Context: an optimization exercise on an open-source flow, tuned for small area and a short achievable clock period. The choices shown serve that exercise and are no tape-out recipe.
Function was checked by simulation only, so behaviour that the tests miss may differ from the original.

==> inputs of 02-16 <==
// sht20_codec
module sht20_codec (
    input  wire        clk,
    input  wire        rst,         
    input  wire        in_valid,
    input  wire [2:0]  op,
    input  wire [7:0]  a,
    input  wire [7:0]  b,
    output reg         out_valid,
    output reg         err,
    output reg  [15:0] raw_masked,
    output reg  [31:0] val0,
    output reg  [31:0] val1,
    output reg  [7:0]  ureg_out,
    output wire        otp_dis,
    output wire        htr_en,
    output wire        eob,
    output reg         res_valid,
    output wire [1:0]  res
);
export LEC_CHECK = 0
export CAP_MARGIN = 20
export CORE_MARGIN = 2
export CORE_UTILIZATION = 65
export CTS_BUF_LIST = sky130_fd_sc_hd__clkbuf_8
export CTS_CLUSTER_DIAMETER = 60
export CTS_CLUSTER_SIZE = 20
export SLEW_MARGIN = 20
create_clock -name core_clock -period 60.0 [get_ports {clk}]
standard.sh (not shown) runs the stock make flow with config.mk's settings and CLKGATE_MAP_FILE= SYNTH_SCRIPT=/design/flow/synth_recipe.tcl, a recipe that flattens the netlist after the stock synthesis.
==> flow/flow/run.sh <==
#!/bin/bash
# The standard layout (the standard.sh, unchanged synthesis and steps), except that
# the port buffers that global placement inserts on every input and output are plain
# sky130_fd_sc_hd__buf_2 cells instead of the resizer's default pick.
set -euo pipefail
export BUFFER_PORTS_ARGS="-buffer_cell sky130_fd_sc_hd__buf_2"
bash standard.sh > standard.log 2>&1
==> inputs of 09-01, as changes to 02-16 <==
--- a/flow/design.v
+++ b/flow/design.v
@@ -1,22 +1,26 @@
 module sht_norm (
     input  wire [37:0] mag,
     output wire [7:0]  e,
     output wire [22:0] f
 );
-    function [63:0] inc;
+    function [63:0] inc;     
         input [63:0] x;
         input        b;
         integer i;
-        reg cy;
+        reg [15:0] gc;           
+        reg        c;
         begin
-            cy = b;
+            gc[0] = b;
+            for (i = 1; i < 16; i = i + 1)
+                gc[i] = gc[i-1] & (&x[4*i-1 -: 4]);
             for (i = 0; i < 64; i = i + 1) begin
-                inc[i] = x[i] ^ cy;
-                cy = x[i] & cy;
+                if (i % 4 == 0) c = gc[i/4];
+                inc[i] = x[i] ^ c;
+                c = c & x[i];
             end
         end
     endfunction
     reg [4:0] lz;
     integer i;
     always @(*) begin
         lz = 5'd16;
@@ -37,20 +41,20 @@
     input  wire [29:0] y,        
     output wire [7:0]  eo,
     output wire [22:0] fo
 );
     wire        top = ({1'b1, f} >= 24'd9320676);     
     wire [47:0] p;
     sht_mulr u_r (.m({1'b1, f}), .y(y), .top(top), .p(p));
-    wire [23:0] m   = p[47] ? p[47:24] : p[46:23];
+    wire [23:0] m   = top ? p[47:24] : p[46:23];
     wire        g   = top ? p[23] : p[22];            
     wire        st  = top ? (|f[21:0]) : (|f[20:0]);
     wire        tie = ~g & ~st;
     assign fo = {m[22:1], m[0] & ~tie};
-    assign eo = e + {7'd0, p[47]};
+    assign eo = e + {7'd0, top};
 endmodule
 module sht_mulq (
     input  wire [13:0] n,
     input  wire        big,
     output wire [37:0] q
 );
     wire q_1 = ~n[0];
@@ -911,20 +915,24 @@
     input  wire        s,
     output wire [37:0] mag
 );
     function [63:0] inc;     
         input [63:0] x;
         input        b;
         integer i;
-        reg cy;
+        reg [15:0] gc;           
+        reg        c;
         begin
-            cy = b;
+            gc[0] = b;
+            for (i = 1; i < 16; i = i + 1)
+                gc[i] = gc[i-1] & (&x[4*i-1 -: 4]);
             for (i = 0; i < 64; i = i + 1) begin
-                inc[i] = x[i] ^ cy;
-                cy = x[i] & cy;
+                if (i % 4 == 0) c = gc[i/4];
+                inc[i] = x[i] ^ c;
+                c = c & x[i];
             end
         end
     endfunction
     wire [13:0] kl;
     assign kl[0]  = rh | (n < 14'd2);
     assign kl[1]  = rh | (n < 14'd3);
     assign kl[2]  = rh | (n < 14'd6);
@@ -955,24 +963,28 @@
 module sht_addf (
     input  wire        sd,
     input  wire        sf,
     input  wire [7:0]  e,
     input  wire [22:0] f,
     output wire [31:0] r
 );
-    function [63:0] inc;
+    function [63:0] inc;     
         input [63:0] x;
         input        b;
         integer i;
-        reg cy;
+        reg [15:0] gc;           
+        reg        c;
         begin
-            cy = b;
+            gc[0] = b;
+            for (i = 1; i < 16; i = i + 1)
+                gc[i] = gc[i-1] & (&x[4*i-1 -: 4]);
             for (i = 0; i < 64; i = i + 1) begin
-                inc[i] = x[i] ^ cy;
-                cy = x[i] & cy;
+                if (i % 4 == 0) c = gc[i/4];
+                inc[i] = x[i] ^ c;
+                c = c & x[i];
             end
         end
     endfunction
     wire [23:0] md  = {1'b1, f};
     wire        e5  = (e == 8'd132);
     wire        e6  = (e == 8'd133);
     wire        e7  = (e == 8'd134);
@@ -1081,37 +1093,26 @@
         r1_c   <= cls;
         r1_pay <= is_u ? {6'd0, new_ureg} : n;
         r1_q   <= is_rh ? {h1, 16'd0} : q1;
     end
     wire [37:0] mag2;
     wire s2 = (r1_c == 2'd1) ? (r1_pay <= 14'd786) : (r1_pay <= 14'd4368);    
     sht_abs u_abs (.q(r1_q), .n(r1_pay), .rh(r1_c == 2'd1), .s(s2), .mag(mag2));
-    reg         r2_v, r2_sg;
-    reg  [1:0]  r2_c;
-    reg  [13:0] r2_pay;
-    reg  [37:0] r2_mag;
-    always @(posedge clk) begin
-        r2_v   <= r1_v & ~rst;
-        r2_c   <= r1_c;
-        r2_sg  <= s2;
-        r2_pay <= r1_pay;
-        r2_mag <= mag2;
-    end
     wire [7:0]  e3;
     wire [22:0] f3;
-    sht_norm u_norm (.mag(r2_mag), .e(e3), .f(f3));
+    sht_norm u_norm (.mag(mag2), .e(e3), .f(f3));
     reg         r3_v;
     reg  [1:0]  r3_c;
     reg  [13:0] r3_pay;
     reg  [31:0] r3_val0;
     always @(posedge clk) begin
-        r3_v    <= r2_v & ~rst;
-        r3_c   <= r2_c;
-        r3_pay  <= r2_pay;
-        r3_val0 <= {r2_sg, e3, f3};
+        r3_v    <= r1_v & ~rst;
+        r3_c    <= r1_c;
+        r3_pay  <= r1_pay;
+        r3_val0 <= {s2, e3, f3};
     end
     wire [29:0] y4;
     sht_mul51 u_m51 (.m({1'b1, r3_val0[22:0]}), .y(y4));
     reg         r4_v;
     reg  [1:0]  r4_c;
     reg  [13:0] r4_pay;
     reg  [31:0] r4_val0;
@@ -1122,35 +1123,21 @@
         r4_pay  <= r3_pay;
         r4_val0 <= r3_val0;
         r4_y    <= y4;
     end
     wire [7:0]  e5;
     wire [22:0] f5;
     sht_mulf u_mulf (.e(r4_val0[30:23]), .f(r4_val0[22:0]), .y(r4_y), .eo(e5), .fo(f5));
-    reg         r5_v;
-    reg  [1:0]  r5_c;
-    reg  [13:0] r5_pay;
-    reg  [31:0] r5_val0;
-    reg  [7:0]  r5_e;
-    reg  [22:0] r5_f;
-    always @(posedge clk) begin
-        r5_v    <= r4_v & ~rst;
-        r5_c   <= r4_c;
-        r5_pay  <= r4_pay;
-        r5_val0 <= r4_val0;
-        r5_e    <= e5;
-        r5_f    <= f5;
-    end
     wire [31:0] fahr;
-    sht_addf u_addf (.sd(r5_val0[31]), .sf(r5_pay <= 14'd2710), .e(r5_e), .f(r5_f), .r(fahr));
-    wire meas = ~r5_c[1];
-    wire u5   = (r5_c == 2'd2);
+    sht_addf u_addf (.sd(r4_val0[31]), .sf(r4_pay <= 14'd2710), .e(e5), .f(f5), .r(fahr));
+    wire meas = ~r4_c[1];
+    wire u5   = (r4_c == 2'd2);
     always @(posedge clk) begin
-        out_valid  <= r5_v & ~rst;
-        err        <= (r5_c == 2'd3);
-        raw_masked <= meas ? {r5_pay, 2'b00} : 16'd0;
-        val0       <= meas ? r5_val0 : 32'd0;
-        val1       <= (r5_c == 2'd0) ? fahr : 32'd0;
-        ureg_out   <= u5 ? r5_pay[7:0] : 8'd0;
+        out_valid  <= r4_v & ~rst;
+        err        <= (r4_c == 2'd3);
+        raw_masked <= meas ? {r4_pay, 2'b00} : 16'd0;
+        val0       <= meas ? r4_val0 : 32'd0;
+        val1       <= (r4_c == 2'd0) ? fahr : 32'd0;
+        ureg_out   <= u5 ? r4_pay[7:0] : 8'd0;
         res_valid  <= u5;
     end
 endmodule
ABC_AREA = 1   (was default)
==> inputs of 08-07, as changes to 02-16 <==
--- a/flow/design.v
+++ b/flow/design.v
@@ -1,22 +1,26 @@
 module sht_norm (
     input  wire [37:0] mag,
     output wire [7:0]  e,
     output wire [22:0] f
 );
-    function [63:0] inc;
+    function [63:0] inc;     
         input [63:0] x;
         input        b;
         integer i;
-        reg cy;
+        reg [15:0] gc;           
+        reg        c;
         begin
-            cy = b;
+            gc[0] = b;
+            for (i = 1; i < 16; i = i + 1)
+                gc[i] = gc[i-1] & (&x[4*i-1 -: 4]);
             for (i = 0; i < 64; i = i + 1) begin
-                inc[i] = x[i] ^ cy;
-                cy = x[i] & cy;
+                if (i % 4 == 0) c = gc[i/4];
+                inc[i] = x[i] ^ c;
+                c = c & x[i];
             end
         end
     endfunction
     reg [4:0] lz;
     integer i;
     always @(*) begin
         lz = 5'd16;
@@ -911,20 +915,24 @@
     input  wire        s,
     output wire [37:0] mag
 );
     function [63:0] inc;     
         input [63:0] x;
         input        b;
         integer i;
-        reg cy;
+        reg [15:0] gc;           
+        reg        c;
         begin
-            cy = b;
+            gc[0] = b;
+            for (i = 1; i < 16; i = i + 1)
+                gc[i] = gc[i-1] & (&x[4*i-1 -: 4]);
             for (i = 0; i < 64; i = i + 1) begin
-                inc[i] = x[i] ^ cy;
-                cy = x[i] & cy;
+                if (i % 4 == 0) c = gc[i/4];
+                inc[i] = x[i] ^ c;
+                c = c & x[i];
             end
         end
     endfunction
     wire [13:0] kl;
     assign kl[0]  = rh | (n < 14'd2);
     assign kl[1]  = rh | (n < 14'd3);
     assign kl[2]  = rh | (n < 14'd6);
@@ -955,24 +963,28 @@
 module sht_addf (
     input  wire        sd,
     input  wire        sf,
     input  wire [7:0]  e,
     input  wire [22:0] f,
     output wire [31:0] r
 );
-    function [63:0] inc;
+    function [63:0] inc;     
         input [63:0] x;
         input        b;
         integer i;
-        reg cy;
+        reg [15:0] gc;           
+        reg        c;
         begin
-            cy = b;
+            gc[0] = b;
+            for (i = 1; i < 16; i = i + 1)
+                gc[i] = gc[i-1] & (&x[4*i-1 -: 4]);
             for (i = 0; i < 64; i = i + 1) begin
-                inc[i] = x[i] ^ cy;
-                cy = x[i] & cy;
+                if (i % 4 == 0) c = gc[i/4];
+                inc[i] = x[i] ^ c;
+                c = c & x[i];
             end
         end
     endfunction
     wire [23:0] md  = {1'b1, f};
     wire        e5  = (e == 8'd132);
     wire        e6  = (e == 8'd133);
     wire        e7  = (e == 8'd134);
@@ -1081,37 +1093,26 @@
         r1_c   <= cls;
         r1_pay <= is_u ? {6'd0, new_ureg} : n;
         r1_q   <= is_rh ? {h1, 16'd0} : q1;
     end
     wire [37:0] mag2;
     wire s2 = (r1_c == 2'd1) ? (r1_pay <= 14'd786) : (r1_pay <= 14'd4368);    
     sht_abs u_abs (.q(r1_q), .n(r1_pay), .rh(r1_c == 2'd1), .s(s2), .mag(mag2));
-    reg         r2_v, r2_sg;
-    reg  [1:0]  r2_c;
-    reg  [13:0] r2_pay;
-    reg  [37:0] r2_mag;
-    always @(posedge clk) begin
-        r2_v   <= r1_v & ~rst;
-        r2_c   <= r1_c;
-        r2_sg  <= s2;
-        r2_pay <= r1_pay;
-        r2_mag <= mag2;
-    end
     wire [7:0]  e3;
     wire [22:0] f3;
-    sht_norm u_norm (.mag(r2_mag), .e(e3), .f(f3));
+    sht_norm u_norm (.mag(mag2), .e(e3), .f(f3));
     reg         r3_v;
     reg  [1:0]  r3_c;
     reg  [13:0] r3_pay;
     reg  [31:0] r3_val0;
     always @(posedge clk) begin
-        r3_v    <= r2_v & ~rst;
-        r3_c   <= r2_c;
-        r3_pay  <= r2_pay;
-        r3_val0 <= {r2_sg, e3, f3};
+        r3_v    <= r1_v & ~rst;
+        r3_c    <= r1_c;
+        r3_pay  <= r1_pay;
+        r3_val0 <= {s2, e3, f3};
     end
     wire [29:0] y4;
     sht_mul51 u_m51 (.m({1'b1, r3_val0[22:0]}), .y(y4));
     reg         r4_v;
     reg  [1:0]  r4_c;
     reg  [13:0] r4_pay;
     reg  [31:0] r4_val0;
ABC_AREA = 1   (was default)
==> comparison <==
02-16 produced a clean layout. 09-01 completed without violations. 08-07 went through all stages and came out clean. Against 08-07, the global-route usage of 02-16 is lower by 0.53 points. Sequential cell count: 09-01 < 08-07 < 02-16. Against 09-01, the synthesized cell count of 08-07 is higher by about 8%. Of 02-16 and 09-01, 09-01 has the higher critical path depth (gap 53). Against 08-07, the clock skew of 02-16 is lower by 27 ps. The highest first-iteration DRC count belongs to 09-01, the lowest to 08-07. Final cell count: 08-07 is higher than 02-16 (18%). In 02-16 the register-to-register slack is worse than in 08-07, by 110 ps. Hold slack: 08-07 > 09-01 > 02-16.
==> figures <==
| item | 08-07 | 02-16 | 09-01 |
|---|---|---|---|
| Total Wirelength | 67300 um | 68500 um | 67300 um |
| Part of the Yosys area used for sequential elements | 0.291 | 0.321 | 0.248 |
| Routed wire per std cell | 16.9 um | 20.2 um | 18.2 um |
| Crit path largest cell delay | 350 ps | 360 ps | 840 ps |
| Result of the run | finished clean | finished clean | finished clean |
| Floorplan row count | 72 | 74 | 69 |
| Total GRT Usage | 0.329 | 0.324 | 0.355 |
| Nets@finish | 3815 | 3214 | 3598 |
| Cell area reported after detailed placement | 0.0262 mm2 | 0.0274 mm2 | 0.0241 mm2 |
| Final hold slack | 332 ps | 303 ps | 327 ps |
| Largest fanout on the critical path | 2 | 1 | 30 |
| Multi-input logic portion of the cell area | 0.578 | 0.589 | 0.605 |
| Clk sinks | 370 | 426 | 290 |
| Flop and latch count out of synthesis | 370 | 426 | 290 |
| Startpoint-to-endpoint class of the critical path | reg -> out | reg -> out | reg -> reg |
| DR vias/cell | 5.64 | 6.13 | 5.77 |

-- what the ideal ports hide --
No port has a modelled driver above. Below, the same layouts with a new extraction and two added sets of constraints.
Step 1 sets driving cells, clkbuf_16 on the clock port and buf_2 on the other inputs (assumed; they add their load-dependent delay and slew).
Step 2 also shifts input and output timing later by t, the mid clock arrival at the registers, as if the neighbouring blocks saw the same clock.
a / b / c = no drivers / after step 1 / after step 2; a / b = the first two.
run | t, ns | slack for setup (ns) | slew at the worst register clock pin (ns) | cell pins on the clock port's net
02-16 | 0.655 | 46.881 / 46.830 / 47.485 | 0.11 / 0.11 | 1
09-01 | 0.663 | 46.175 / 46.175 / 46.175 | 0.12 / 0.12 | 1
08-07 | 0.686 | 46.844 / 46.792 / 47.479 | 0.11 / 0.11 | 1
After both steps setup and hold are still met in every run listed.
